Background: an optimization exercise with open tools, aiming at small area, a short achievable clock period and few clock cycles. Do not read the settings as production practice.
Function was not checked in any run shown here: the RTL went through the layout flow alone.
Power is estimated from default activity; no workload was simulated.

==> flow/design.v, too long to show whole: its modules and the start of the top module <==
// module rrr_codec: 1843 lines
module rrr_codec (
    input  wire        clk,
    input  wire        rst,       
    input  wire        start,
    input  wire [1:0]  op,        
    input  wire [63:0] arg0,
    input  wire [63:0] arg1,
    output wire        ready,
    output reg         done,
    output reg         fault,     
    output wire [63:0] finfo,     
    output wire [63:0] res0,
    output wire [63:0] res1
);
  // ...
==> flow/run.sh <==
#!/bin/bash
# synth_recipe.tcl (not shown) runs the flow's synth.tcl, then flattens the netlist and writes it again
# the make line also repeats each setting of config.mk as NAME=value (left out here)
make -C /OpenROAD-flow-scripts/flow DESIGN_CONFIG=/design/flow/config.mk WORK_HOME=/design/flow/orfs CLKGATE_MAP_FILE= SYNTH_SCRIPT=/design/flow/synth_recipe.tcl finish
==> flow/config.mk <==
export PLATFORM = sky130hd
export DESIGN_NAME = rrr_codec
export DESIGN_NICKNAME = rrr_codec
export VERILOG_FILES = /design/flow/design.v
export SDC_FILE = /design/flow/constraint.sdc
export NUM_CORES = 4
export LEC_CHECK = 0
export ABC_AREA = 1
export CAP_MARGIN = 20
export CORE_MARGIN = 2
export CORE_UTILIZATION = 15
export PLACE_DENSITY = 0.25
export SLEW_MARGIN = 20
export SYNTH_MEMORY_MAX_BITS = 262144
==> flow/constraint.sdc <==
create_clock -name core_clock -period 10.0 [get_ports {clk}]
set_input_delay 2.0000 -clock core_clock [delete_from_list [all_inputs] [get_ports {clk}]]
set_output_delay 2.0000 -clock core_clock [all_outputs]
set_load 0.01 [all_outputs]
==> run notes, run 1 <==
Synth area leaders edfxtp_1 14%, o21ai_0 9.6%, nand2_1 9.5%, nor2_1 8.2%, inv_1 7.9%; EDFF count, synth 339; sequential fraction of the synthesis area 13.8%; most utilized layer in the global route result met2; GRT Total Usage about three quarters; ys flop type edfxtp_1; mux contribution to synthesized area less than 1%; largest family of logic cells by synthesized area compound AO/OA/AOI/OAI gates; Clock Sinks ~340; Cell Area, Placed between 100000 and 150000 um^2; status did not finish; chip height 710 um; Synth Net Count about 13000; count leader, synth nand2_1; area leader, netlist edfxtp_1; routability cong. roughly 1.4; top cells by count, synth 1895 x nand2_1, 1637 x nor2_1, 1582 x inv_1, 1427 x o21ai_0, 970 x a21oi_1; met1 Track Usage GR 76.5%; setup bufs post-CTS 0; CTS root buf clkbuf_16; FP Rows roughly 260; Initial Utilization 15.0%; io pins roughly 330; grt met3 use around 64%; ys async rst share 0%; met2 usage in global routing between 80% and 90%; Failed at global routing (5_1_grt); first-pass GRT wire length between 2000 and 2500 mm; largest net degree at the start of global routing 74; placed cells between 20000 and 25000; complex-gate fraction of the synthesized area around a third; CTS Hold Bufs 0; Avg Cell Area, Syn 6.05 um^2; Bufs on Longest Clock Path 3; Congestion Overflow GR between 80 and 90; pre-CTS WS 0.797 ns; Synth Cell Area 74700 um^2; vias in the first global route approximately 140k; First Error [ERROR GRT-0116] Global routing finished with congestion. Check the congestion regions in the DRC Viewer.; Yosys cell types 94
==> inputs of run 2 (changes only) <==
==> flow/design.v (replaced) <==
module rrr_codec (
    input  wire        clk,
    input  wire        rst,       
    input  wire        start,
    input  wire [1:0]  op,        
    input  wire [63:0] arg0,
    input  wire [63:0] arg1,
    output wire        ready,
    output reg         done,
    output reg         fault,     
    output wire [63:0] finfo,     
    output wire [63:0] res0,
    output wire [63:0] res1
);
    localparam [1:0] OP_BINOM  = 2'd0;
    localparam [1:0] OP_CLSZ   = 2'd1;
    localparam [1:0] OP_ENCODE = 2'd2;
    localparam [1:0] OP_DECODE = 2'd3;
    localparam [2:0] S_IDLE  = 3'd0;
    localparam [2:0] S_BRD   = 3'd1;    
    localparam [2:0] S_EPOP  = 3'd2;    
    localparam [2:0] S_ELOOP = 3'd3;    
    localparam [2:0] S_DLD   = 3'd4;    
    localparam [2:0] S_DCHK  = 3'd5;    
    localparam [2:0] S_DLDY  = 3'd6;    
    localparam [2:0] S_DSTEP = 3'd7;    
    reg [2:0]  state;
    reg [63:0] a;         
    reg [63:0] b;         
    reg [5:0]  rn;        
    reg [4:0]  rk;        
    reg [59:0] x;         
    reg [59:0] yp;        
    reg [59:0] ym;
    reg [4:0]  kq;        
    reg [5:0]  ecnt;      
    reg [5:0]  kpop;      
    reg        dense;     
    reg        xadd;      
    reg        nadd;      
    assign ready = (state == S_IDLE);
    assign res0  = a;
    assign finfo = a;
    assign res1  = b;
    function [59:0] binom;
        input [5:0] n;
        input [4:0] k;
        begin
            case ({n, k})
                11'd0: binom = 60'd1;
                11'd32: binom = 60'd1;
                11'd64: binom = 60'd1;
                11'd65: binom = 60'd2;
                11'd96: binom = 60'd1;
                11'd97: binom = 60'd3;
                11'd128: binom = 60'd1;
                11'd129: binom = 60'd4;
                11'd130: binom = 60'd6;
                11'd160: binom = 60'd1;
                11'd161: binom = 60'd5;
                11'd162: binom = 60'd10;
                11'd192: binom = 60'd1;
                11'd193: binom = 60'd6;
                11'd194: binom = 60'd15;
                11'd195: binom = 60'd20;
                11'd224: binom = 60'd1;
                11'd225: binom = 60'd7;
                11'd226: binom = 60'd21;
                11'd227: binom = 60'd35;
                11'd256: binom = 60'd1;
                11'd257: binom = 60'd8;
                11'd258: binom = 60'd28;
                11'd259: binom = 60'd56;
                11'd260: binom = 60'd70;
                11'd288: binom = 60'd1;
                11'd289: binom = 60'd9;
                11'd290: binom = 60'd36;
                11'd291: binom = 60'd84;
                11'd292: binom = 60'd126;
                11'd320: binom = 60'd1;
                11'd321: binom = 60'd10;
                11'd322: binom = 60'd45;
                11'd323: binom = 60'd120;
                11'd324: binom = 60'd210;
                11'd325: binom = 60'd252;
                11'd352: binom = 60'd1;
                11'd353: binom = 60'd11;
                11'd354: binom = 60'd55;
                11'd355: binom = 60'd165;
                11'd356: binom = 60'd330;
                11'd357: binom = 60'd462;
                11'd384: binom = 60'd1;
                11'd385: binom = 60'd12;
                11'd386: binom = 60'd66;
                11'd387: binom = 60'd220;
                11'd388: binom = 60'd495;
                11'd389: binom = 60'd792;
                11'd390: binom = 60'd924;
                11'd416: binom = 60'd1;
                11'd417: binom = 60'd13;
                11'd418: binom = 60'd78;
                11'd419: binom = 60'd286;
                11'd420: binom = 60'd715;
                11'd421: binom = 60'd1287;
                11'd422: binom = 60'd1716;
                11'd448: binom = 60'd1;
                11'd449: binom = 60'd14;
                11'd450: binom = 60'd91;
                11'd451: binom = 60'd364;
                11'd452: binom = 60'd1001;
                11'd453: binom = 60'd2002;
                11'd454: binom = 60'd3003;
                11'd455: binom = 60'd3432;
                11'd480: binom = 60'd1;
                11'd481: binom = 60'd15;
                11'd482: binom = 60'd105;
                11'd483: binom = 60'd455;
                11'd484: binom = 60'd1365;
                11'd485: binom = 60'd3003;
                11'd486: binom = 60'd5005;
                11'd487: binom = 60'd6435;
                11'd512: binom = 60'd1;
                11'd513: binom = 60'd16;
                11'd514: binom = 60'd120;
                11'd515: binom = 60'd560;
                11'd516: binom = 60'd1820;
                11'd517: binom = 60'd4368;
                11'd518: binom = 60'd8008;
                11'd519: binom = 60'd11440;
                11'd520: binom = 60'd12870;
                11'd544: binom = 60'd1;
                11'd545: binom = 60'd17;
                11'd546: binom = 60'd136;
                11'd547: binom = 60'd680;
                11'd548: binom = 60'd2380;
                11'd549: binom = 60'd6188;
                11'd550: binom = 60'd12376;
                11'd551: binom = 60'd19448;
                11'd552: binom = 60'd24310;
                11'd576: binom = 60'd1;
                11'd577: binom = 60'd18;
                11'd578: binom = 60'd153;
                11'd579: binom = 60'd816;
                11'd580: binom = 60'd3060;
                11'd581: binom = 60'd8568;
                11'd582: binom = 60'd18564;
                11'd583: binom = 60'd31824;
                11'd584: binom = 60'd43758;
                11'd585: binom = 60'd48620;
                11'd608: binom = 60'd1;
                11'd609: binom = 60'd19;
                11'd610: binom = 60'd171;
                11'd611: binom = 60'd969;
                11'd612: binom = 60'd3876;
                11'd613: binom = 60'd11628;
                11'd614: binom = 60'd27132;
                11'd615: binom = 60'd50388;
                11'd616: binom = 60'd75582;
                11'd617: binom = 60'd92378;
                11'd640: binom = 60'd1;
                11'd641: binom = 60'd20;
                11'd642: binom = 60'd190;
                11'd643: binom = 60'd1140;
                11'd644: binom = 60'd4845;
                11'd645: binom = 60'd15504;
                11'd646: binom = 60'd38760;
                11'd647: binom = 60'd77520;
                11'd648: binom = 60'd125970;
                11'd649: binom = 60'd167960;
                11'd650: binom = 60'd184756;
                11'd672: binom = 60'd1;
                11'd673: binom = 60'd21;
                11'd674: binom = 60'd210;
                11'd675: binom = 60'd1330;
                11'd676: binom = 60'd5985;
                11'd677: binom = 60'd20349;
                11'd678: binom = 60'd54264;
                11'd679: binom = 60'd116280;
                11'd680: binom = 60'd203490;
                11'd681: binom = 60'd293930;
                11'd682: binom = 60'd352716;
                11'd704: binom = 60'd1;
                11'd705: binom = 60'd22;
                11'd706: binom = 60'd231;
                11'd707: binom = 60'd1540;
                11'd708: binom = 60'd7315;
                11'd709: binom = 60'd26334;
                11'd710: binom = 60'd74613;
                11'd711: binom = 60'd170544;
                11'd712: binom = 60'd319770;
                11'd713: binom = 60'd497420;
                11'd714: binom = 60'd646646;
                11'd715: binom = 60'd705432;
                11'd736: binom = 60'd1;
                11'd737: binom = 60'd23;
                11'd738: binom = 60'd253;
                11'd739: binom = 60'd1771;
                11'd740: binom = 60'd8855;
                11'd741: binom = 60'd33649;
                11'd742: binom = 60'd100947;
                11'd743: binom = 60'd245157;
                11'd744: binom = 60'd490314;
                11'd745: binom = 60'd817190;
                11'd746: binom = 60'd1144066;
                11'd747: binom = 60'd1352078;
                11'd768: binom = 60'd1;
                11'd769: binom = 60'd24;
                11'd770: binom = 60'd276;
                11'd771: binom = 60'd2024;
                11'd772: binom = 60'd10626;
                11'd773: binom = 60'd42504;
                11'd774: binom = 60'd134596;
                11'd775: binom = 60'd346104;
                11'd776: binom = 60'd735471;
                11'd777: binom = 60'd1307504;
                11'd778: binom = 60'd1961256;
                11'd779: binom = 60'd2496144;
                11'd780: binom = 60'd2704156;
                11'd800: binom = 60'd1;
                11'd801: binom = 60'd25;
                11'd802: binom = 60'd300;
                11'd803: binom = 60'd2300;
                11'd804: binom = 60'd12650;
                11'd805: binom = 60'd53130;
                11'd806: binom = 60'd177100;
                11'd807: binom = 60'd480700;
                11'd808: binom = 60'd1081575;
                11'd809: binom = 60'd2042975;
                11'd810: binom = 60'd3268760;
                11'd811: binom = 60'd4457400;
                11'd812: binom = 60'd5200300;
                11'd832: binom = 60'd1;
                11'd833: binom = 60'd26;
                11'd834: binom = 60'd325;
                11'd835: binom = 60'd2600;
                11'd836: binom = 60'd14950;
                11'd837: binom = 60'd65780;
                11'd838: binom = 60'd230230;
                11'd839: binom = 60'd657800;
                11'd840: binom = 60'd1562275;
                11'd841: binom = 60'd3124550;
                11'd842: binom = 60'd5311735;
                11'd843: binom = 60'd7726160;
                11'd844: binom = 60'd9657700;
                11'd845: binom = 60'd10400600;
                11'd864: binom = 60'd1;
                11'd865: binom = 60'd27;
                11'd866: binom = 60'd351;
                11'd867: binom = 60'd2925;
                11'd868: binom = 60'd17550;
                11'd869: binom = 60'd80730;
                11'd870: binom = 60'd296010;
                11'd871: binom = 60'd888030;
                11'd872: binom = 60'd2220075;
                11'd873: binom = 60'd4686825;
                11'd874: binom = 60'd8436285;
                11'd875: binom = 60'd13037895;
                11'd876: binom = 60'd17383860;
                11'd877: binom = 60'd20058300;
                11'd896: binom = 60'd1;
                11'd897: binom = 60'd28;
                11'd898: binom = 60'd378;
                11'd899: binom = 60'd3276;
                11'd900: binom = 60'd20475;
                11'd901: binom = 60'd98280;
                11'd902: binom = 60'd376740;
                11'd903: binom = 60'd1184040;
                11'd904: binom = 60'd3108105;
                11'd905: binom = 60'd6906900;
                11'd906: binom = 60'd13123110;
                11'd907: binom = 60'd21474180;
                11'd908: binom = 60'd30421755;
                11'd909: binom = 60'd37442160;
                11'd910: binom = 60'd40116600;
                11'd928: binom = 60'd1;
                11'd929: binom = 60'd29;
                11'd930: binom = 60'd406;
                11'd931: binom = 60'd3654;
                11'd932: binom = 60'd23751;
                11'd933: binom = 60'd118755;
                11'd934: binom = 60'd475020;
                11'd935: binom = 60'd1560780;
                11'd936: binom = 60'd4292145;
                11'd937: binom = 60'd10015005;
                11'd938: binom = 60'd20030010;
                11'd939: binom = 60'd34597290;
                11'd940: binom = 60'd51895935;
                11'd941: binom = 60'd67863915;
                11'd942: binom = 60'd77558760;
                11'd960: binom = 60'd1;
                11'd961: binom = 60'd30;
                11'd962: binom = 60'd435;
                11'd963: binom = 60'd4060;
                11'd964: binom = 60'd27405;
                11'd965: binom = 60'd142506;
                11'd966: binom = 60'd593775;
                11'd967: binom = 60'd2035800;
                11'd968: binom = 60'd5852925;
                11'd969: binom = 60'd14307150;
                11'd970: binom = 60'd30045015;
                11'd971: binom = 60'd54627300;
                11'd972: binom = 60'd86493225;
                11'd973: binom = 60'd119759850;
                11'd974: binom = 60'd145422675;
                11'd975: binom = 60'd155117520;
                11'd992: binom = 60'd1;
                11'd993: binom = 60'd31;
                11'd994: binom = 60'd465;
                11'd995: binom = 60'd4495;
                11'd996: binom = 60'd31465;
                11'd997: binom = 60'd169911;
                11'd998: binom = 60'd736281;
                11'd999: binom = 60'd2629575;
                11'd1000: binom = 60'd7888725;
                11'd1001: binom = 60'd20160075;
                11'd1002: binom = 60'd44352165;
                11'd1003: binom = 60'd84672315;
                11'd1004: binom = 60'd141120525;
                11'd1005: binom = 60'd206253075;
                11'd1006: binom = 60'd265182525;
                11'd1007: binom = 60'd300540195;
                11'd1024: binom = 60'd1;
                11'd1025: binom = 60'd32;
                11'd1026: binom = 60'd496;
                11'd1027: binom = 60'd4960;
                11'd1028: binom = 60'd35960;
                11'd1029: binom = 60'd201376;
                11'd1030: binom = 60'd906192;
                11'd1031: binom = 60'd3365856;
                11'd1032: binom = 60'd10518300;
                11'd1033: binom = 60'd28048800;
                11'd1034: binom = 60'd64512240;
                11'd1035: binom = 60'd129024480;
                11'd1036: binom = 60'd225792840;
                11'd1037: binom = 60'd347373600;
                11'd1038: binom = 60'd471435600;
                11'd1039: binom = 60'd565722720;
                11'd1040: binom = 60'd601080390;
                11'd1056: binom = 60'd1;
                11'd1057: binom = 60'd33;
                11'd1058: binom = 60'd528;
                11'd1059: binom = 60'd5456;
                11'd1060: binom = 60'd40920;
                11'd1061: binom = 60'd237336;
                11'd1062: binom = 60'd1107568;
                11'd1063: binom = 60'd4272048;
                11'd1064: binom = 60'd13884156;
                11'd1065: binom = 60'd38567100;
                11'd1066: binom = 60'd92561040;
                11'd1067: binom = 60'd193536720;
                11'd1068: binom = 60'd354817320;
                11'd1069: binom = 60'd573166440;
                11'd1070: binom = 60'd818809200;
                11'd1071: binom = 60'd1037158320;
                11'd1072: binom = 60'd1166803110;
                11'd1088: binom = 60'd1;
                11'd1089: binom = 60'd34;
                11'd1090: binom = 60'd561;
                11'd1091: binom = 60'd5984;
                11'd1092: binom = 60'd46376;
                11'd1093: binom = 60'd278256;
                11'd1094: binom = 60'd1344904;
                11'd1095: binom = 60'd5379616;
                11'd1096: binom = 60'd18156204;
                11'd1097: binom = 60'd52451256;
                11'd1098: binom = 60'd131128140;
                11'd1099: binom = 60'd286097760;
                11'd1100: binom = 60'd548354040;
                11'd1101: binom = 60'd927983760;
                11'd1102: binom = 60'd1391975640;
                11'd1103: binom = 60'd1855967520;
                11'd1104: binom = 60'd2203961430;
                11'd1105: binom = 60'd2333606220;
                11'd1120: binom = 60'd1;
                11'd1121: binom = 60'd35;
                11'd1122: binom = 60'd595;
                11'd1123: binom = 60'd6545;
                11'd1124: binom = 60'd52360;
                11'd1125: binom = 60'd324632;
                11'd1126: binom = 60'd1623160;
                11'd1127: binom = 60'd6724520;
                11'd1128: binom = 60'd23535820;
                11'd1129: binom = 60'd70607460;
                11'd1130: binom = 60'd183579396;
                11'd1131: binom = 60'd417225900;
                11'd1132: binom = 60'd834451800;
                11'd1133: binom = 60'd1476337800;
                11'd1134: binom = 60'd2319959400;
                11'd1135: binom = 60'd3247943160;
                11'd1136: binom = 60'd4059928950;
                11'd1137: binom = 60'd4537567650;
                11'd1152: binom = 60'd1;
                11'd1153: binom = 60'd36;
                11'd1154: binom = 60'd630;
                11'd1155: binom = 60'd7140;
                11'd1156: binom = 60'd58905;
                11'd1157: binom = 60'd376992;
                11'd1158: binom = 60'd1947792;
                11'd1159: binom = 60'd8347680;
                11'd1160: binom = 60'd30260340;
                11'd1161: binom = 60'd94143280;
                11'd1162: binom = 60'd254186856;
                11'd1163: binom = 60'd600805296;
                11'd1164: binom = 60'd1251677700;
                11'd1165: binom = 60'd2310789600;
                11'd1166: binom = 60'd3796297200;
                11'd1167: binom = 60'd5567902560;
                11'd1168: binom = 60'd7307872110;
                11'd1169: binom = 60'd8597496600;
                11'd1170: binom = 60'd9075135300;
                11'd1184: binom = 60'd1;
                11'd1185: binom = 60'd37;
                11'd1186: binom = 60'd666;
                11'd1187: binom = 60'd7770;
                11'd1188: binom = 60'd66045;
                11'd1189: binom = 60'd435897;
                11'd1190: binom = 60'd2324784;
                11'd1191: binom = 60'd10295472;
                11'd1192: binom = 60'd38608020;
                11'd1193: binom = 60'd124403620;
                11'd1194: binom = 60'd348330136;
                11'd1195: binom = 60'd854992152;
                11'd1196: binom = 60'd1852482996;
                11'd1197: binom = 60'd3562467300;
                11'd1198: binom = 60'd6107086800;
                11'd1199: binom = 60'd9364199760;
                11'd1200: binom = 60'd12875774670;
                11'd1201: binom = 60'd15905368710;
                11'd1202: binom = 60'd17672631900;
                11'd1216: binom = 60'd1;
                11'd1217: binom = 60'd38;
                11'd1218: binom = 60'd703;
                11'd1219: binom = 60'd8436;
                11'd1220: binom = 60'd73815;
                11'd1221: binom = 60'd501942;
                11'd1222: binom = 60'd2760681;
                11'd1223: binom = 60'd12620256;
                11'd1224: binom = 60'd48903492;
                11'd1225: binom = 60'd163011640;
                11'd1226: binom = 60'd472733756;
                11'd1227: binom = 60'd1203322288;
                11'd1228: binom = 60'd2707475148;
                11'd1229: binom = 60'd5414950296;
                11'd1230: binom = 60'd9669554100;
                11'd1231: binom = 60'd15471286560;
                11'd1232: binom = 60'd22239974430;
                11'd1233: binom = 60'd28781143380;
                11'd1234: binom = 60'd33578000610;
                11'd1235: binom = 60'd35345263800;
                11'd1248: binom = 60'd1;
                11'd1249: binom = 60'd39;
                11'd1250: binom = 60'd741;
                11'd1251: binom = 60'd9139;
                11'd1252: binom = 60'd82251;
                11'd1253: binom = 60'd575757;
                11'd1254: binom = 60'd3262623;
                11'd1255: binom = 60'd15380937;
                11'd1256: binom = 60'd61523748;
                11'd1257: binom = 60'd211915132;
                11'd1258: binom = 60'd635745396;
                11'd1259: binom = 60'd1676056044;
                11'd1260: binom = 60'd3910797436;
                11'd1261: binom = 60'd8122425444;
                11'd1262: binom = 60'd15084504396;
                11'd1263: binom = 60'd25140840660;
                11'd1264: binom = 60'd37711260990;
                11'd1265: binom = 60'd51021117810;
                11'd1266: binom = 60'd62359143990;
                11'd1267: binom = 60'd68923264410;
                11'd1280: binom = 60'd1;
                11'd1281: binom = 60'd40;
                11'd1282: binom = 60'd780;
                11'd1283: binom = 60'd9880;
                11'd1284: binom = 60'd91390;
                11'd1285: binom = 60'd658008;
                11'd1286: binom = 60'd3838380;
                11'd1287: binom = 60'd18643560;
                11'd1288: binom = 60'd76904685;
                11'd1289: binom = 60'd273438880;
                11'd1290: binom = 60'd847660528;
                11'd1291: binom = 60'd2311801440;
                11'd1292: binom = 60'd5586853480;
                11'd1293: binom = 60'd12033222880;
                11'd1294: binom = 60'd23206929840;
                11'd1295: binom = 60'd40225345056;
                11'd1296: binom = 60'd62852101650;
                11'd1297: binom = 60'd88732378800;
                11'd1298: binom = 60'd113380261800;
                11'd1299: binom = 60'd131282408400;
                11'd1300: binom = 60'd137846528820;
                11'd1312: binom = 60'd1;
                11'd1313: binom = 60'd41;
                11'd1314: binom = 60'd820;
                11'd1315: binom = 60'd10660;
                11'd1316: binom = 60'd101270;
                11'd1317: binom = 60'd749398;
                11'd1318: binom = 60'd4496388;
                11'd1319: binom = 60'd22481940;
                11'd1320: binom = 60'd95548245;
                11'd1321: binom = 60'd350343565;
                11'd1322: binom = 60'd1121099408;
                11'd1323: binom = 60'd3159461968;
                11'd1324: binom = 60'd7898654920;
                11'd1325: binom = 60'd17620076360;
                11'd1326: binom = 60'd35240152720;
                11'd1327: binom = 60'd63432274896;
                11'd1328: binom = 60'd103077446706;
                11'd1329: binom = 60'd151584480450;
                11'd1330: binom = 60'd202112640600;
                11'd1331: binom = 60'd244662670200;
                11'd1332: binom = 60'd269128937220;
                11'd1344: binom = 60'd1;
                11'd1345: binom = 60'd42;
                11'd1346: binom = 60'd861;
                11'd1347: binom = 60'd11480;
                11'd1348: binom = 60'd111930;
                11'd1349: binom = 60'd850668;
                11'd1350: binom = 60'd5245786;
                11'd1351: binom = 60'd26978328;
                11'd1352: binom = 60'd118030185;
                11'd1353: binom = 60'd445891810;
                11'd1354: binom = 60'd1471442973;
                11'd1355: binom = 60'd4280561376;
                11'd1356: binom = 60'd11058116888;
                11'd1357: binom = 60'd25518731280;
                11'd1358: binom = 60'd52860229080;
                11'd1359: binom = 60'd98672427616;
                11'd1360: binom = 60'd166509721602;
                11'd1361: binom = 60'd254661927156;
                11'd1362: binom = 60'd353697121050;
                11'd1363: binom = 60'd446775310800;
                11'd1364: binom = 60'd513791607420;
                11'd1365: binom = 60'd538257874440;
                11'd1376: binom = 60'd1;
                11'd1377: binom = 60'd43;
                11'd1378: binom = 60'd903;
                11'd1379: binom = 60'd12341;
                11'd1380: binom = 60'd123410;
                11'd1381: binom = 60'd962598;
                11'd1382: binom = 60'd6096454;
                11'd1383: binom = 60'd32224114;
                11'd1384: binom = 60'd145008513;
                11'd1385: binom = 60'd563921995;
                11'd1386: binom = 60'd1917334783;
                11'd1387: binom = 60'd5752004349;
                11'd1388: binom = 60'd15338678264;
                11'd1389: binom = 60'd36576848168;
                11'd1390: binom = 60'd78378960360;
                11'd1391: binom = 60'd151532656696;
                11'd1392: binom = 60'd265182149218;
                11'd1393: binom = 60'd421171648758;
                11'd1394: binom = 60'd608359048206;
                11'd1395: binom = 60'd800472431850;
                11'd1396: binom = 60'd960566918220;
                11'd1397: binom = 60'd1052049481860;
                11'd1408: binom = 60'd1;
                11'd1409: binom = 60'd44;
                11'd1410: binom = 60'd946;
                11'd1411: binom = 60'd13244;
                11'd1412: binom = 60'd135751;
                11'd1413: binom = 60'd1086008;
                11'd1414: binom = 60'd7059052;
                11'd1415: binom = 60'd38320568;
                11'd1416: binom = 60'd177232627;
                11'd1417: binom = 60'd708930508;
                11'd1418: binom = 60'd2481256778;
                11'd1419: binom = 60'd7669339132;
                11'd1420: binom = 60'd21090682613;
                11'd1421: binom = 60'd51915526432;
                11'd1422: binom = 60'd114955808528;
                11'd1423: binom = 60'd229911617056;
                11'd1424: binom = 60'd416714805914;
                11'd1425: binom = 60'd686353797976;
                11'd1426: binom = 60'd1029530696964;
                11'd1427: binom = 60'd1408831480056;
                11'd1428: binom = 60'd1761039350070;
                11'd1429: binom = 60'd2012616400080;
                11'd1430: binom = 60'd2104098963720;
                11'd1440: binom = 60'd1;
                11'd1441: binom = 60'd45;
                11'd1442: binom = 60'd990;
                11'd1443: binom = 60'd14190;
                11'd1444: binom = 60'd148995;
                11'd1445: binom = 60'd1221759;
                11'd1446: binom = 60'd8145060;
                11'd1447: binom = 60'd45379620;
                11'd1448: binom = 60'd215553195;
                11'd1449: binom = 60'd886163135;
                11'd1450: binom = 60'd3190187286;
                11'd1451: binom = 60'd10150595910;
                11'd1452: binom = 60'd28760021745;
                11'd1453: binom = 60'd73006209045;
                11'd1454: binom = 60'd166871334960;
                11'd1455: binom = 60'd344867425584;
                11'd1456: binom = 60'd646626422970;
                11'd1457: binom = 60'd1103068603890;
                11'd1458: binom = 60'd1715884494940;
                11'd1459: binom = 60'd2438362177020;
                11'd1460: binom = 60'd3169870830126;
                11'd1461: binom = 60'd3773655750150;
                11'd1462: binom = 60'd4116715363800;
                11'd1472: binom = 60'd1;
                11'd1473: binom = 60'd46;
                11'd1474: binom = 60'd1035;
                11'd1475: binom = 60'd15180;
                11'd1476: binom = 60'd163185;
                11'd1477: binom = 60'd1370754;
                11'd1478: binom = 60'd9366819;
                11'd1479: binom = 60'd53524680;
                11'd1480: binom = 60'd260932815;
                11'd1481: binom = 60'd1101716330;
                11'd1482: binom = 60'd4076350421;
                11'd1483: binom = 60'd13340783196;
                11'd1484: binom = 60'd38910617655;
                11'd1485: binom = 60'd101766230790;
                11'd1486: binom = 60'd239877544005;
                11'd1487: binom = 60'd511738760544;
                11'd1488: binom = 60'd991493848554;
                11'd1489: binom = 60'd1749695026860;
                11'd1490: binom = 60'd2818953098830;
                11'd1491: binom = 60'd4154246671960;
                11'd1492: binom = 60'd5608233007146;
                11'd1493: binom = 60'd6943526580276;
                11'd1494: binom = 60'd7890371113950;
                11'd1495: binom = 60'd8233430727600;
                11'd1504: binom = 60'd1;
                11'd1505: binom = 60'd47;
                11'd1506: binom = 60'd1081;
                11'd1507: binom = 60'd16215;
                11'd1508: binom = 60'd178365;
                11'd1509: binom = 60'd1533939;
                11'd1510: binom = 60'd10737573;
                11'd1511: binom = 60'd62891499;
                11'd1512: binom = 60'd314457495;
                11'd1513: binom = 60'd1362649145;
                11'd1514: binom = 60'd5178066751;
                11'd1515: binom = 60'd17417133617;
                11'd1516: binom = 60'd52251400851;
                11'd1517: binom = 60'd140676848445;
                11'd1518: binom = 60'd341643774795;
                11'd1519: binom = 60'd751616304549;
                11'd1520: binom = 60'd1503232609098;
                11'd1521: binom = 60'd2741188875414;
                11'd1522: binom = 60'd4568648125690;
                11'd1523: binom = 60'd6973199770790;
                11'd1524: binom = 60'd9762479679106;
                11'd1525: binom = 60'd12551759587422;
                11'd1526: binom = 60'd14833897694226;
                11'd1527: binom = 60'd16123801841550;
                11'd1536: binom = 60'd1;
                11'd1537: binom = 60'd48;
                11'd1538: binom = 60'd1128;
                11'd1539: binom = 60'd17296;
                11'd1540: binom = 60'd194580;
                11'd1541: binom = 60'd1712304;
                11'd1542: binom = 60'd12271512;
                11'd1543: binom = 60'd73629072;
                11'd1544: binom = 60'd377348994;
                11'd1545: binom = 60'd1677106640;
                11'd1546: binom = 60'd6540715896;
                11'd1547: binom = 60'd22595200368;
                11'd1548: binom = 60'd69668534468;
                11'd1549: binom = 60'd192928249296;
                11'd1550: binom = 60'd482320623240;
                11'd1551: binom = 60'd1093260079344;
                11'd1552: binom = 60'd2254848913647;
                11'd1553: binom = 60'd4244421484512;
                11'd1554: binom = 60'd7309837001104;
                11'd1555: binom = 60'd11541847896480;
                11'd1556: binom = 60'd16735679449896;
                11'd1557: binom = 60'd22314239266528;
                11'd1558: binom = 60'd27385657281648;
                11'd1559: binom = 60'd30957699535776;
                11'd1560: binom = 60'd32247603683100;
                11'd1568: binom = 60'd1;
                11'd1569: binom = 60'd49;
                11'd1570: binom = 60'd1176;
                11'd1571: binom = 60'd18424;
                11'd1572: binom = 60'd211876;
                11'd1573: binom = 60'd1906884;
                11'd1574: binom = 60'd13983816;
                11'd1575: binom = 60'd85900584;
                11'd1576: binom = 60'd450978066;
                11'd1577: binom = 60'd2054455634;
                11'd1578: binom = 60'd8217822536;
                11'd1579: binom = 60'd29135916264;
                11'd1580: binom = 60'd92263734836;
                11'd1581: binom = 60'd262596783764;
                11'd1582: binom = 60'd675248872536;
                11'd1583: binom = 60'd1575580702584;
                11'd1584: binom = 60'd3348108992991;
                11'd1585: binom = 60'd6499270398159;
                11'd1586: binom = 60'd11554258485616;
                11'd1587: binom = 60'd18851684897584;
                11'd1588: binom = 60'd28277527346376;
                11'd1589: binom = 60'd39049918716424;
                11'd1590: binom = 60'd49699896548176;
                11'd1591: binom = 60'd58343356817424;
                11'd1592: binom = 60'd63205303218876;
                11'd1600: binom = 60'd1;
                11'd1601: binom = 60'd50;
                11'd1602: binom = 60'd1225;
                11'd1603: binom = 60'd19600;
                11'd1604: binom = 60'd230300;
                11'd1605: binom = 60'd2118760;
                11'd1606: binom = 60'd15890700;
                11'd1607: binom = 60'd99884400;
                11'd1608: binom = 60'd536878650;
                11'd1609: binom = 60'd2505433700;
                11'd1610: binom = 60'd10272278170;
                11'd1611: binom = 60'd37353738800;
                11'd1612: binom = 60'd121399651100;
                11'd1613: binom = 60'd354860518600;
                11'd1614: binom = 60'd937845656300;
                11'd1615: binom = 60'd2250829575120;
                11'd1616: binom = 60'd4923689695575;
                11'd1617: binom = 60'd9847379391150;
                11'd1618: binom = 60'd18053528883775;
                11'd1619: binom = 60'd30405943383200;
                11'd1620: binom = 60'd47129212243960;
                11'd1621: binom = 60'd67327446062800;
                11'd1622: binom = 60'd88749815264600;
                11'd1623: binom = 60'd108043253365600;
                11'd1624: binom = 60'd121548660036300;
                11'd1625: binom = 60'd126410606437752;
                11'd1632: binom = 60'd1;
                11'd1633: binom = 60'd51;
                11'd1634: binom = 60'd1275;
                11'd1635: binom = 60'd20825;
                11'd1636: binom = 60'd249900;
                11'd1637: binom = 60'd2349060;
                11'd1638: binom = 60'd18009460;
                11'd1639: binom = 60'd115775100;
                11'd1640: binom = 60'd636763050;
                11'd1641: binom = 60'd3042312350;
                11'd1642: binom = 60'd12777711870;
                11'd1643: binom = 60'd47626016970;
                11'd1644: binom = 60'd158753389900;
                11'd1645: binom = 60'd476260169700;
                11'd1646: binom = 60'd1292706174900;
                11'd1647: binom = 60'd3188675231420;
                11'd1648: binom = 60'd7174519270695;
                11'd1649: binom = 60'd14771069086725;
                11'd1650: binom = 60'd27900908274925;
                11'd1651: binom = 60'd48459472266975;
                11'd1652: binom = 60'd77535155627160;
                11'd1653: binom = 60'd114456658306760;
                11'd1654: binom = 60'd156077261327400;
                11'd1655: binom = 60'd196793068630200;
                11'd1656: binom = 60'd229591913401900;
                11'd1657: binom = 60'd247959266474052;
                11'd1664: binom = 60'd1;
                11'd1665: binom = 60'd52;
                11'd1666: binom = 60'd1326;
                11'd1667: binom = 60'd22100;
                11'd1668: binom = 60'd270725;
                11'd1669: binom = 60'd2598960;
                11'd1670: binom = 60'd20358520;
                11'd1671: binom = 60'd133784560;
                11'd1672: binom = 60'd752538150;
                11'd1673: binom = 60'd3679075400;
                11'd1674: binom = 60'd15820024220;
                11'd1675: binom = 60'd60403728840;
                11'd1676: binom = 60'd206379406870;
                11'd1677: binom = 60'd635013559600;
                11'd1678: binom = 60'd1768966344600;
                11'd1679: binom = 60'd4481381406320;
                11'd1680: binom = 60'd10363194502115;
                11'd1681: binom = 60'd21945588357420;
                11'd1682: binom = 60'd42671977361650;
                11'd1683: binom = 60'd76360380541900;
                11'd1684: binom = 60'd125994627894135;
                11'd1685: binom = 60'd191991813933920;
                11'd1686: binom = 60'd270533919634160;
                11'd1687: binom = 60'd352870329957600;
                11'd1688: binom = 60'd426384982032100;
                11'd1689: binom = 60'd477551179875952;
                11'd1690: binom = 60'd495918532948104;
                11'd1696: binom = 60'd1;
                11'd1697: binom = 60'd53;
                11'd1698: binom = 60'd1378;
                11'd1699: binom = 60'd23426;
                11'd1700: binom = 60'd292825;
                11'd1701: binom = 60'd2869685;
                11'd1702: binom = 60'd22957480;
                11'd1703: binom = 60'd154143080;
                11'd1704: binom = 60'd886322710;
                11'd1705: binom = 60'd4431613550;
                11'd1706: binom = 60'd19499099620;
                11'd1707: binom = 60'd76223753060;
                11'd1708: binom = 60'd266783135710;
                11'd1709: binom = 60'd841392966470;
                11'd1710: binom = 60'd2403979904200;
                11'd1711: binom = 60'd6250347750920;
                11'd1712: binom = 60'd14844575908435;
                11'd1713: binom = 60'd32308782859535;
                11'd1714: binom = 60'd64617565719070;
                11'd1715: binom = 60'd119032357903550;
                11'd1716: binom = 60'd202355008436035;
                11'd1717: binom = 60'd317986441828055;
                11'd1718: binom = 60'd462525733568080;
                11'd1719: binom = 60'd623404249591760;
                11'd1720: binom = 60'd779255311989700;
                11'd1721: binom = 60'd903936161908052;
                11'd1722: binom = 60'd973469712824056;
                11'd1728: binom = 60'd1;
                11'd1729: binom = 60'd54;
                11'd1730: binom = 60'd1431;
                11'd1731: binom = 60'd24804;
                11'd1732: binom = 60'd316251;
                11'd1733: binom = 60'd3162510;
                11'd1734: binom = 60'd25827165;
                11'd1735: binom = 60'd177100560;
                11'd1736: binom = 60'd1040465790;
                11'd1737: binom = 60'd5317936260;
                11'd1738: binom = 60'd23930713170;
                11'd1739: binom = 60'd95722852680;
                11'd1740: binom = 60'd343006888770;
                11'd1741: binom = 60'd1108176102180;
                11'd1742: binom = 60'd3245372870670;
                11'd1743: binom = 60'd8654327655120;
                11'd1744: binom = 60'd21094923659355;
                11'd1745: binom = 60'd47153358767970;
                11'd1746: binom = 60'd96926348578605;
                11'd1747: binom = 60'd183649923622620;
                11'd1748: binom = 60'd321387366339585;
                11'd1749: binom = 60'd520341450264090;
                11'd1750: binom = 60'd780512175396135;
                11'd1751: binom = 60'd1085929983159840;
                11'd1752: binom = 60'd1402659561581460;
                11'd1753: binom = 60'd1683191473897752;
                11'd1754: binom = 60'd1877405874732108;
                11'd1755: binom = 60'd1946939425648112;
                11'd1760: binom = 60'd1;
                11'd1761: binom = 60'd55;
                11'd1762: binom = 60'd1485;
                11'd1763: binom = 60'd26235;
                11'd1764: binom = 60'd341055;
                11'd1765: binom = 60'd3478761;
                11'd1766: binom = 60'd28989675;
                11'd1767: binom = 60'd202927725;
                11'd1768: binom = 60'd1217566350;
                11'd1769: binom = 60'd6358402050;
                11'd1770: binom = 60'd29248649430;
                11'd1771: binom = 60'd119653565850;
                11'd1772: binom = 60'd438729741450;
                11'd1773: binom = 60'd1451182990950;
                11'd1774: binom = 60'd4353548972850;
                11'd1775: binom = 60'd11899700525790;
                11'd1776: binom = 60'd29749251314475;
                11'd1777: binom = 60'd68248282427325;
                11'd1778: binom = 60'd144079707346575;
                11'd1779: binom = 60'd280576272201225;
                11'd1780: binom = 60'd505037289962205;
                11'd1781: binom = 60'd841728816603675;
                11'd1782: binom = 60'd1300853625660225;
                11'd1783: binom = 60'd1866442158555975;
                11'd1784: binom = 60'd2488589544741300;
                11'd1785: binom = 60'd3085851035479212;
                11'd1786: binom = 60'd3560597348629860;
                11'd1787: binom = 60'd3824345300380220;
                11'd1792: binom = 60'd1;
                11'd1793: binom = 60'd56;
                11'd1794: binom = 60'd1540;
                11'd1795: binom = 60'd27720;
                11'd1796: binom = 60'd367290;
                11'd1797: binom = 60'd3819816;
                11'd1798: binom = 60'd32468436;
                11'd1799: binom = 60'd231917400;
                11'd1800: binom = 60'd1420494075;
                11'd1801: binom = 60'd7575968400;
                11'd1802: binom = 60'd35607051480;
                11'd1803: binom = 60'd148902215280;
                11'd1804: binom = 60'd558383307300;
                11'd1805: binom = 60'd1889912732400;
                11'd1806: binom = 60'd5804731963800;
                11'd1807: binom = 60'd16253249498640;
                11'd1808: binom = 60'd41648951840265;
                11'd1809: binom = 60'd97997533741800;
                11'd1810: binom = 60'd212327989773900;
                11'd1811: binom = 60'd424655979547800;
                11'd1812: binom = 60'd785613562163430;
                11'd1813: binom = 60'd1346766106565880;
                11'd1814: binom = 60'd2142582442263900;
                11'd1815: binom = 60'd3167295784216200;
                11'd1816: binom = 60'd4355031703297275;
                11'd1817: binom = 60'd5574440580220512;
                11'd1818: binom = 60'd6646448384109072;
                11'd1819: binom = 60'd7384942649010080;
                11'd1820: binom = 60'd7648690600760440;
                11'd1824: binom = 60'd1;
                11'd1825: binom = 60'd57;
                11'd1826: binom = 60'd1596;
                11'd1827: binom = 60'd29260;
                11'd1828: binom = 60'd395010;
                11'd1829: binom = 60'd4187106;
                11'd1830: binom = 60'd36288252;
                11'd1831: binom = 60'd264385836;
                11'd1832: binom = 60'd1652411475;
                11'd1833: binom = 60'd8996462475;
                11'd1834: binom = 60'd43183019880;
                11'd1835: binom = 60'd184509266760;
                11'd1836: binom = 60'd707285522580;
                11'd1837: binom = 60'd2448296039700;
                11'd1838: binom = 60'd7694644696200;
                11'd1839: binom = 60'd22057981462440;
                11'd1840: binom = 60'd57902201338905;
                11'd1841: binom = 60'd139646485582065;
                11'd1842: binom = 60'd310325523515700;
                11'd1843: binom = 60'd636983969321700;
                11'd1844: binom = 60'd1210269541711230;
                11'd1845: binom = 60'd2132379668729310;
                11'd1846: binom = 60'd3489348548829780;
                11'd1847: binom = 60'd5309878226480100;
                11'd1848: binom = 60'd7522327487513475;
                11'd1849: binom = 60'd9929472283517787;
                11'd1850: binom = 60'd12220888964329584;
                11'd1851: binom = 60'd14031391033119152;
                11'd1852: binom = 60'd15033633249770520;
                11'd1856: binom = 60'd1;
                11'd1857: binom = 60'd58;
                11'd1858: binom = 60'd1653;
                11'd1859: binom = 60'd30856;
                11'd1860: binom = 60'd424270;
                11'd1861: binom = 60'd4582116;
                11'd1862: binom = 60'd40475358;
                11'd1863: binom = 60'd300674088;
                11'd1864: binom = 60'd1916797311;
                11'd1865: binom = 60'd10648873950;
                11'd1866: binom = 60'd52179482355;
                11'd1867: binom = 60'd227692286640;
                11'd1868: binom = 60'd891794789340;
                11'd1869: binom = 60'd3155581562280;
                11'd1870: binom = 60'd10142940735900;
                11'd1871: binom = 60'd29752626158640;
                11'd1872: binom = 60'd79960182801345;
                11'd1873: binom = 60'd197548686920970;
                11'd1874: binom = 60'd449972009097765;
                11'd1875: binom = 60'd947309492837400;
                11'd1876: binom = 60'd1847253511032930;
                11'd1877: binom = 60'd3342649210440540;
                11'd1878: binom = 60'd5621728217559090;
                11'd1879: binom = 60'd8799226775309880;
                11'd1880: binom = 60'd12832205713993575;
                11'd1881: binom = 60'd17451799771031262;
                11'd1882: binom = 60'd22150361247847371;
                11'd1883: binom = 60'd26252279997448736;
                11'd1884: binom = 60'd29065024282889672;
                11'd1885: binom = 60'd30067266499541040;
                11'd1888: binom = 60'd1;
                11'd1889: binom = 60'd59;
                11'd1890: binom = 60'd1711;
                11'd1891: binom = 60'd32509;
                11'd1892: binom = 60'd455126;
                11'd1893: binom = 60'd5006386;
                11'd1894: binom = 60'd45057474;
                11'd1895: binom = 60'd341149446;
                11'd1896: binom = 60'd2217471399;
                11'd1897: binom = 60'd12565671261;
                11'd1898: binom = 60'd62828356305;
                11'd1899: binom = 60'd279871768995;
                11'd1900: binom = 60'd1119487075980;
                11'd1901: binom = 60'd4047376351620;
                11'd1902: binom = 60'd13298522298180;
                11'd1903: binom = 60'd39895566894540;
                11'd1904: binom = 60'd109712808959985;
                11'd1905: binom = 60'd277508869722315;
                11'd1906: binom = 60'd647520696018735;
                11'd1907: binom = 60'd1397281501935165;
                11'd1908: binom = 60'd2794563003870330;
                11'd1909: binom = 60'd5189902721473470;
                11'd1910: binom = 60'd8964377427999630;
                11'd1911: binom = 60'd14420954992868970;
                11'd1912: binom = 60'd21631432489303455;
                11'd1913: binom = 60'd30284005485024837;
                11'd1914: binom = 60'd39602161018878633;
                11'd1915: binom = 60'd48402641245296107;
                11'd1916: binom = 60'd55317304280338408;
                11'd1917: binom = 60'd59132290782430712;
                11'd1920: binom = 60'd1;
                11'd1921: binom = 60'd60;
                11'd1922: binom = 60'd1770;
                11'd1923: binom = 60'd34220;
                11'd1924: binom = 60'd487635;
                11'd1925: binom = 60'd5461512;
                11'd1926: binom = 60'd50063860;
                11'd1927: binom = 60'd386206920;
                11'd1928: binom = 60'd2558620845;
                11'd1929: binom = 60'd14783142660;
                11'd1930: binom = 60'd75394027566;
                11'd1931: binom = 60'd342700125300;
                11'd1932: binom = 60'd1399358844975;
                11'd1933: binom = 60'd5166863427600;
                11'd1934: binom = 60'd17345898649800;
                11'd1935: binom = 60'd53194089192720;
                11'd1936: binom = 60'd149608375854525;
                11'd1937: binom = 60'd387221678682300;
                11'd1938: binom = 60'd925029565741050;
                11'd1939: binom = 60'd2044802197953900;
                11'd1940: binom = 60'd4191844505805495;
                11'd1941: binom = 60'd7984465725343800;
                11'd1942: binom = 60'd14154280149473100;
                11'd1943: binom = 60'd23385332420868600;
                11'd1944: binom = 60'd36052387482172425;
                11'd1945: binom = 60'd51915437974328292;
                11'd1946: binom = 60'd69886166503903470;
                11'd1947: binom = 60'd88004802264174740;
                11'd1948: binom = 60'd103719945525634515;
                11'd1949: binom = 60'd114449595062769120;
                11'd1950: binom = 60'd118264581564861424;
                11'd1952: binom = 60'd1;
                11'd1953: binom = 60'd61;
                11'd1954: binom = 60'd1830;
                11'd1955: binom = 60'd35990;
                11'd1956: binom = 60'd521855;
                11'd1957: binom = 60'd5949147;
                11'd1958: binom = 60'd55525372;
                11'd1959: binom = 60'd436270780;
                11'd1960: binom = 60'd2944827765;
                11'd1961: binom = 60'd17341763505;
                11'd1962: binom = 60'd90177170226;
                11'd1963: binom = 60'd418094152866;
                11'd1964: binom = 60'd1742058970275;
                11'd1965: binom = 60'd6566222272575;
                11'd1966: binom = 60'd22512762077400;
                11'd1967: binom = 60'd70539987842520;
                11'd1968: binom = 60'd202802465047245;
                11'd1969: binom = 60'd536830054536825;
                11'd1970: binom = 60'd1312251244423350;
                11'd1971: binom = 60'd2969831763694950;
                11'd1972: binom = 60'd6236646703759395;
                11'd1973: binom = 60'd12176310231149295;
                11'd1974: binom = 60'd22138745874816900;
                11'd1975: binom = 60'd37539612570341700;
                11'd1976: binom = 60'd59437719903041025;
                11'd1977: binom = 60'd87967825456500717;
                11'd1978: binom = 60'd121801604478231762;
                11'd1979: binom = 60'd157890968768078210;
                11'd1980: binom = 60'd191724747789809255;
                11'd1981: binom = 60'd218169540588403635;
                11'd1982: binom = 60'd232714176627630544;
                11'd1984: binom = 60'd1;
                11'd1985: binom = 60'd62;
                11'd1986: binom = 60'd1891;
                11'd1987: binom = 60'd37820;
                11'd1988: binom = 60'd557845;
                11'd1989: binom = 60'd6471002;
                11'd1990: binom = 60'd61474519;
                11'd1991: binom = 60'd491796152;
                11'd1992: binom = 60'd3381098545;
                11'd1993: binom = 60'd20286591270;
                11'd1994: binom = 60'd107518933731;
                11'd1995: binom = 60'd508271323092;
                11'd1996: binom = 60'd2160153123141;
                11'd1997: binom = 60'd8308281242850;
                11'd1998: binom = 60'd29078984349975;
                11'd1999: binom = 60'd93052749919920;
                11'd2000: binom = 60'd273342452889765;
                11'd2001: binom = 60'd739632519584070;
                11'd2002: binom = 60'd1849081298960175;
                11'd2003: binom = 60'd4282083008118300;
                11'd2004: binom = 60'd9206478467454345;
                11'd2005: binom = 60'd18412956934908690;
                11'd2006: binom = 60'd34315056105966195;
                11'd2007: binom = 60'd59678358445158600;
                11'd2008: binom = 60'd96977332473382725;
                11'd2009: binom = 60'd147405545359541742;
                11'd2010: binom = 60'd209769429934732479;
                11'd2011: binom = 60'd279692573246309972;
                11'd2012: binom = 60'd349615716557887465;
                11'd2013: binom = 60'd409894288378212890;
                11'd2014: binom = 60'd450883717216034179;
                11'd2015: binom = 60'd465428353255261088;
                11'd2016: binom = 60'd1;
                11'd2017: binom = 60'd63;
                11'd2018: binom = 60'd1953;
                11'd2019: binom = 60'd39711;
                11'd2020: binom = 60'd595665;
                11'd2021: binom = 60'd7028847;
                11'd2022: binom = 60'd67945521;
                11'd2023: binom = 60'd553270671;
                11'd2024: binom = 60'd3872894697;
                11'd2025: binom = 60'd23667689815;
                11'd2026: binom = 60'd127805525001;
                11'd2027: binom = 60'd615790256823;
                11'd2028: binom = 60'd2668424446233;
                11'd2029: binom = 60'd10468434365991;
                11'd2030: binom = 60'd37387265592825;
                11'd2031: binom = 60'd122131734269895;
                11'd2032: binom = 60'd366395202809685;
                11'd2033: binom = 60'd1012974972473835;
                11'd2034: binom = 60'd2588713818544245;
                11'd2035: binom = 60'd6131164307078475;
                11'd2036: binom = 60'd13488561475572645;
                11'd2037: binom = 60'd27619435402363035;
                11'd2038: binom = 60'd52728013040874885;
                11'd2039: binom = 60'd93993414551124795;
                11'd2040: binom = 60'd156655690918541325;
                11'd2041: binom = 60'd244382877832924467;
                11'd2042: binom = 60'd357174975294274221;
                11'd2043: binom = 60'd489462003181042451;
                11'd2044: binom = 60'd629308289804197437;
                11'd2045: binom = 60'd759510004936100355;
                11'd2046: binom = 60'd860778005594247069;
                11'd2047: binom = 60'd916312070471295267;
                default: binom = 60'd0;
            endcase
        end
    endfunction
    wire [59:0] tab = binom(rn, rk);
    function [10:0] fold;
        input [5:0] n;
        input [5:0] k;
        reg   [5:0] nk;
        begin
            nk = n - k;
            if (k > n)
                fold = {n, 5'd31};
            else if (k > nk)
                fold = {n, nk[4:0]};
            else
                fold = {n, k[4:0]};
        end
    endfunction
    reg [5:0] clsz;
    always @* begin
        case (arg0[5:0])
            6'd0:  clsz = 6'd1;   6'd1:  clsz = 6'd6;   6'd2:  clsz = 6'd11;  6'd3:  clsz = 6'd16;
            6'd4:  clsz = 6'd20;  6'd5:  clsz = 6'd23;  6'd6:  clsz = 6'd27;  6'd7:  clsz = 6'd30;
            6'd8:  clsz = 6'd32;  6'd9:  clsz = 6'd35;  6'd10: clsz = 6'd37;  6'd11: clsz = 6'd40;
            6'd12: clsz = 6'd42;  6'd13: clsz = 6'd44;  6'd14: clsz = 6'd46;  6'd15: clsz = 6'd47;
            6'd16: clsz = 6'd49;  6'd17: clsz = 6'd50;  6'd18: clsz = 6'd52;  6'd19: clsz = 6'd53;
            6'd20: clsz = 6'd54;  6'd21: clsz = 6'd55;  6'd22: clsz = 6'd56;  6'd23: clsz = 6'd57;
            6'd24: clsz = 6'd58;  6'd25: clsz = 6'd58;  6'd26: clsz = 6'd59;  6'd27: clsz = 6'd59;
            6'd28: clsz = 6'd60;  6'd29: clsz = 6'd60;  6'd30: clsz = 6'd60;  6'd31: clsz = 6'd60;
            6'd32: clsz = 6'd60;  6'd33: clsz = 6'd60;  6'd34: clsz = 6'd60;  6'd35: clsz = 6'd60;
            6'd36: clsz = 6'd59;  6'd37: clsz = 6'd59;  6'd38: clsz = 6'd58;  6'd39: clsz = 6'd58;
            6'd40: clsz = 6'd57;  6'd41: clsz = 6'd56;  6'd42: clsz = 6'd55;  6'd43: clsz = 6'd54;
            6'd44: clsz = 6'd53;  6'd45: clsz = 6'd52;  6'd46: clsz = 6'd50;  6'd47: clsz = 6'd49;
            6'd48: clsz = 6'd47;  6'd49: clsz = 6'd46;  6'd50: clsz = 6'd44;  6'd51: clsz = 6'd42;
            6'd52: clsz = 6'd40;  6'd53: clsz = 6'd37;  6'd54: clsz = 6'd35;  6'd55: clsz = 6'd32;
            6'd56: clsz = 6'd30;  6'd57: clsz = 6'd27;  6'd58: clsz = 6'd23;  6'd59: clsz = 6'd20;
            6'd60: clsz = 6'd16;  6'd61: clsz = 6'd11;  6'd62: clsz = 6'd6;   default: clsz = 6'd1;
        endcase
    end
    reg [1:0] pc1 [0:20];
    reg [2:0] pc2 [0:10];
    reg [3:0] pc3 [0:5];
    reg [4:0] pc4 [0:2];
    reg [5:0] pop;
    integer j;
    always @* begin
        for (j = 0; j < 21; j = j + 1)
            pc1[j] = {1'b0, a[3*j]} + {1'b0, a[3*j+1]} + {1'b0, a[3*j+2]};
        for (j = 0; j < 10; j = j + 1)
            pc2[j] = {1'b0, pc1[2*j]} + {1'b0, pc1[2*j+1]};
        pc2[10] = {1'b0, pc1[20]};
        for (j = 0; j < 5; j = j + 1)
            pc3[j] = {1'b0, pc2[2*j]} + {1'b0, pc2[2*j+1]};
        pc3[5] = {1'b0, pc2[10]};
        for (j = 0; j < 3; j = j + 1)
            pc4[j] = {1'b0, pc3[2*j]} + {1'b0, pc3[2*j+1]};
        pop = {1'b0, pc4[0]} + {1'b0, pc4[1]} + {1'b0, pc4[2]};
    end
    wire [62:0] sel = a[62:0] ^ {63{dense & (state == S_ELOOP)}};
    wire [62:0] lowbit = sel & ~(sel - 63'd1);
    reg  [5:0]  low;
    always @* begin
        low = 6'd0;
        for (j = 62; j >= 0; j = j - 1)
            if (sel[j]) low = j[5:0];
    end
    reg         inv_b, inv_x;
    wire [64:0] sum = {1'b0, b ^ {64{inv_b}}} + {1'b0, {4'd0, x} ^ {64{inv_x}}} + {64'd0, inv_x};
    wire        cout = sum[64];
    always @* begin
        inv_b = 1'b0; inv_x = 1'b0;
        case (state)
            S_ELOOP: inv_x = ~xadd;
            S_DCHK:  if (dense) inv_b = 1'b1; else inv_x = 1'b1;
            S_DSTEP: inv_x = 1'b1;
            default: ;
        endcase
    end
    wire [59:0] yv  = yp - ym;
    wire [59:0] xmy = x - yp + ym;
    wire [5:0]  lr = (state == S_DCHK && !dense) ? b[5:0] : sum[5:0];
    reg [62:0] last1;
    reg [62:0] setp;
    reg [62:0] rest;
    always @* begin
        for (j = 0; j < 63; j = j + 1) begin
            last1[j] = (lr == 6'd62 - j[5:0]);
            setp[j]  = (rn == 6'd60 - j[5:0]);
            rest[j]  = ({1'b0, kq} + j[6:0] >= 7'd63);
        end
    end
    wire        hi0  = |arg0[63:6];
    wire        hi1  = |arg1[63:6];
    wire [4:0]  kc   = pop[4:0] ^ {5{pop[5]}};         
    wire [5:0]  bn   = arg0[5:0];
    wire [5:0]  bk   = arg1[5:0];
    wire [4:0]  dk   = arg0[4:0] ^ {5{arg0[5]}};
    wire [5:0]  elow = 6'd62 - low;
    wire [10:0] a_bin  = fold(bn, bk);
    wire [10:0] a_enc  = fold(elow, {1'b0, (state == S_EPOP) ? kc : kq});
    wire [5:0]  lnext  = rn - 6'd1;
    wire [10:0] a_d0   = fold(lnext, {1'b0, kq});
    wire [10:0] a_d1   = fold(lnext, {1'b0, kq - 5'd1});
    wire        bzero = (b[59:0] == 60'd0);
    always @(posedge clk) begin
        if (rst) begin
            state <= S_IDLE;
            done  <= 1'b0;
            fault <= 1'b0;
            rn    <= 6'd0;
        end else begin
            done <= 1'b0;
            case (state)
                S_IDLE: begin
                    if (start) begin
                        fault <= 1'b0;
                        a     <= arg0;
                        case (op)
                            OP_BINOM: begin
                                if (hi0) begin
                                    fault <= 1'b1; done <= 1'b1;
                                end else if (hi1) begin
                                    a <= arg1;
                                    fault <= 1'b1; done <= 1'b1;
                                end else begin
                                    {rn, rk} <= (bk > bn) ? {6'd0, 5'd1} : a_bin;
                                    state <= S_BRD;
                                end
                            end
                            OP_CLSZ: begin
                                if (hi0) fault <= 1'b1;
                                else a <= {58'd0, clsz};
                                done <= 1'b1;
                            end
                            OP_ENCODE: begin
                                if (arg0[63]) begin
                                    fault <= 1'b1; done <= 1'b1;
                                end else begin
                                    state <= S_EPOP;
                                end
                            end
                            default: begin  
                                if (hi0) begin
                                    fault <= 1'b1; done <= 1'b1;
                                end else begin
                                    b     <= arg1;
                                    dense <= arg0[5];
                                    {rn, rk} <= {6'd63, dk};
                                    kq    <= dk;
                                    state <= S_DLD;
                                end
                            end
                        endcase
                    end
                end
                S_BRD: begin
                    a     <= {4'd0, tab};
                    done  <= 1'b1;
                    state <= S_IDLE;
                end
                S_EPOP: begin
                    dense <= pop[5];
                    kpop  <= pop;
                    b     <= {64{pop[5]}};
                    x     <= 60'd0;
                    xadd  <= 1'b1;
                    nadd  <= 1'b1;
                    ecnt  <= {1'b0, kc} + {5'd0, pop[5]};
                    if (pop[5]) begin
                        {rn, rk} <= {6'd63, kc};
                        kq <= kc;
                    end else if (kc != 5'd0) begin
                        {rn, rk} <= a_enc;
                        kq <= kc - 5'd1;
                        a[62:0] <= a[62:0] ^ lowbit;
                    end else begin
                        rn <= 6'd0;
                        rk <= 5'd1;
                        kq <= 5'd0;
                    end
                    state <= S_ELOOP;
                end
                S_ELOOP: begin
                    b    <= sum[63:0];
                    x    <= tab;
                    xadd <= nadd;
                    nadd <= ~dense;
                    ecnt <= ecnt - 6'd1;
                    if (kq != 5'd0) begin
                        {rn, rk} <= a_enc;
                        kq <= kq - 5'd1;
                        a[62:0] <= a[62:0] ^ lowbit;
                    end
                    if (ecnt == 6'd0) begin
                        a     <= {58'd0, kpop};
                        done  <= 1'b1;
                        state <= S_IDLE;
                    end
                end
                S_DLD: begin
                    x     <= tab;
                    {rn, rk} <= a_d0;
                    state <= S_DCHK;
                end
                S_DCHK: begin
                    x  <= tab;
                    {rn, rk} <= a_d0;
                    if (cout != dense) begin
                        a     <= b;
                        fault <= 1'b1;
                        done  <= 1'b1;
                        state <= S_IDLE;
                    end else begin
                        if (dense) b <= sum[63:0];
                        if (kq == 5'd0) begin
                            a     <= {1'b0, {63{dense}}};
                            done  <= 1'b1;
                            state <= S_IDLE;
                        end else if (kq == 5'd1) begin
                            a     <= {1'b0, last1 ^ {63{dense}}};
                            done  <= 1'b1;
                            state <= S_IDLE;
                        end else begin
                            state <= S_DLDY;
                        end
                    end
                end
                S_DLDY: begin
                    yp    <= tab;
                    ym    <= 60'd0;
                    a     <= 64'd0;
                    {rn, rk} <= a_d0;
                    state <= S_DSTEP;
                end
                S_DSTEP: begin
                    if (bzero) begin
                        a[62:0] <= (a[62:0] | rest) ^ {63{dense}};
                        done    <= 1'b1;
                        state   <= S_IDLE;
                    end else begin
                        if (cout) begin
                            b  <= sum[63:0];
                            x  <= xmy;
                            yp <= yv;
                            ym <= tab;
                            kq <= kq - 5'd1;
                            {rn, rk} <= a_d1;
                            if (kq == 5'd2) begin
                                a[62:0] <= (a[62:0] | setp | last1) ^ {63{dense}};
                                done    <= 1'b1;
                                state   <= S_IDLE;
                            end else begin
                                a[62:0] <= a[62:0] | setp;
                            end
                        end else begin
                            x  <= yv;
                            yp <= tab;
                            ym <= 60'd0;
                            {rn, rk} <= a_d0;
                        end
                    end
                end
                default: state <= S_IDLE;
            endcase
        end
    end
endmodule
==> flow/config.mk (replaced) <==
export PLATFORM = sky130hd
export DESIGN_NAME = rrr_codec
export DESIGN_NICKNAME = rrr_codec
export VERILOG_FILES = /design/flow/design.v
export SDC_FILE = /design/flow/constraint.sdc
export NUM_CORES = 4
export LEC_CHECK = 0
export ABC_AREA = 1
export CAP_MARGIN = 20
export CELL_PAD_IN_SITES_DETAIL_PLACEMENT = 1
export CELL_PAD_IN_SITES_GLOBAL_PLACEMENT = 2
export CORE_MARGIN = 2
export CORE_UTILIZATION = 25
export PLACE_DENSITY = 0.6
export SLEW_MARGIN = 20
export SYNTH_MEMORY_MAX_BITS = 262144
==> run notes, run 2 <==
status did not finish (unchanged); Failed at global routing (5_1_grt) (unchanged); First Error [ERROR GRT-0116] Global routing finished with congestion. Check the congestion regions in the DRC Viewer. (unchanged); area leader, netlist edfxtp_1 (unchanged); Clock Sinks 344 (unchanged); post-DP HPWL 856 mm (was 1490 mm); first-pass GRT wire length 1710 mm; FP Rows 194 (was 259); Buffers on Ports 327 (unchanged); Avg Cell Area, Syn 6.11 um^2 (was 6.05 um^2); post-synthesis adder-cell area fraction 9.39% (was 8.95%); io pins 328 (unchanged); CTS root buf clkbuf_16 (unchanged); CTS Hold Bufs 0 (unchanged); mux contribution to synthesized area 0.0285% (was 0.0268%); Cells after Synth 11500 (was 12400); GRT Total Usage between 80% and 90%; Synth area leaders edfxtp_1 14%, nand2_1 9.6%, nor2_1 8.5%, inv_1 7.9%, o21ai_0 7.7% (was edfxtp_1 14%, o21ai_0 9.6%, nand2_1 9.5%, nor2_1 8.2%, inv_1 7.9%); largest family of logic cells by synthesized area compound AO/OA/AOI/OAI gates (unchanged); Synth Cell Area 70300 um^2 (was 74700 um^2); vias in the first global route between 100k and 150k; Post-Synth XOR/XNOR Area 5.14% (was 4.56%); cts bufs inserted 50 (was 45); Synth Area in Simple Gates 25.5% (was 25.1%); top cells by count, synth 1798 x nand2_1, 1593 x nor2_1, 1483 x inv_1, 1083 x o21ai_0, 966 x a21oi_1 (was 1895 x nand2_1, 1637 x nor2_1, 1582 x inv_1, 1427 x o21ai_0, 970 x a21oi_1); ys async rst share 0% (unchanged); placed cells 15900 (was 20300); largest net degree at the start of global routing 95; Bufs on Longest Clock Path 3 (unchanged); synth warn 5 (was 1); Yosys reg bits 344 (unchanged); Initial Utilization 25.1% (was 15.0%); top cell type's share of synthesized area 14.2% (was 13.6%); ys flop type edfxtp_1 (unchanged); Die X 534 um (was 710 um); routability cong. 1.57 (was 1.36); EDFF count, synth 333 (was 339); count leader, synth nand2_1 (unchanged); Synth Net Count 12100 (was 13000); Yosys cell types 86 (was 94); chip height 534 um (was 710 um); Congestion Overflow GR 6426; htree depth 2 (unchanged); complex-gate fraction of the synthesized area 32.6% (was 34.7%); sequential fraction of the synthesis area 14.5% (was 13.8%)
==> run 2: cell count changes after synthesis, moves of 20 or more <==
cell / previous run / this run
xor2_1: 284 / 304
a221oi_1: 144 / 118
inv_1: 1582 / 1483
o21ai_0: 1427 / 1083
nor2_1: 1637 / 1593
nand3_1: 524 / 483
o211ai_1: 255 / 305
nand2_1: 1895 / 1798
clkbuf_1: 587 / 500
o221ai_1: 202 / 148
o2111ai_1: 144 / 92
==> run 2: kinds of logic after synthesis <==
family                     count (synthesis)
and+or+nand+nor                         4351
AOI/OAI and AO/OA                       3670
buffers and inverters                   2273
adders and majority gates                457
xor gates and xnor gates                 412
DFF                                      344
muxes                                      2
==> run 2: what timing repair did <==
| item | 4_1_cts |
|---|---|
| gates resized for setup | 16 |
| endpoints found under the setup margin | 5 |
| pin swaps | 4 |
| cloned | 0 |
| setup buffers | 1 |
| hold endpoints to repair | 0 |
==> run 2: worst max-delay path by stage <==
stage                       to  depth (start not counted)  slack, ns                   from
4_1_cts        rk[3]$_DFFE_PP_                         50      0.008        a[53]$_DFFE_PP_
3_5_place_dp   rk[3]$_DFFE_PP_                         49      -0.33        a[53]$_DFFE_PP_
2_1_floorplan   b[0]$_DFFE_PP_                         55       0.02  state[2]$_SDFFE_PP0P_
3_3_place_gp   rk[3]$_DFFE_PP_                         47      -0.86        a[53]$_DFFE_PP_
==> run 2: layer usage <==
layer  GRT overflow  GRT usage (%)
met1            890           89.0
met3            829           80.1
met5            142           64.0
met4           1437           78.5
met2           3128           97.6
==> run 2: through the flow <==
stage               setup slack (ns)  cell area (um^2)  setup TNS, ns  hold slack, ns
floorplan                     0.0210             70300              0           0.482
global placement              -0.858             84500          -4.13           0.496
detailed placement            -0.330             84600          -1.57           0.512
CTS                          0.00769             86300              0           0.521
==> run 2: power groups by stage <==
stage	clock network, uW	registers, uW	logic, uW
CTS	1890	3600	60700
global placement	0	3070	47100
floorplan	0	3530	26200
detailed placement	0	3110	47700
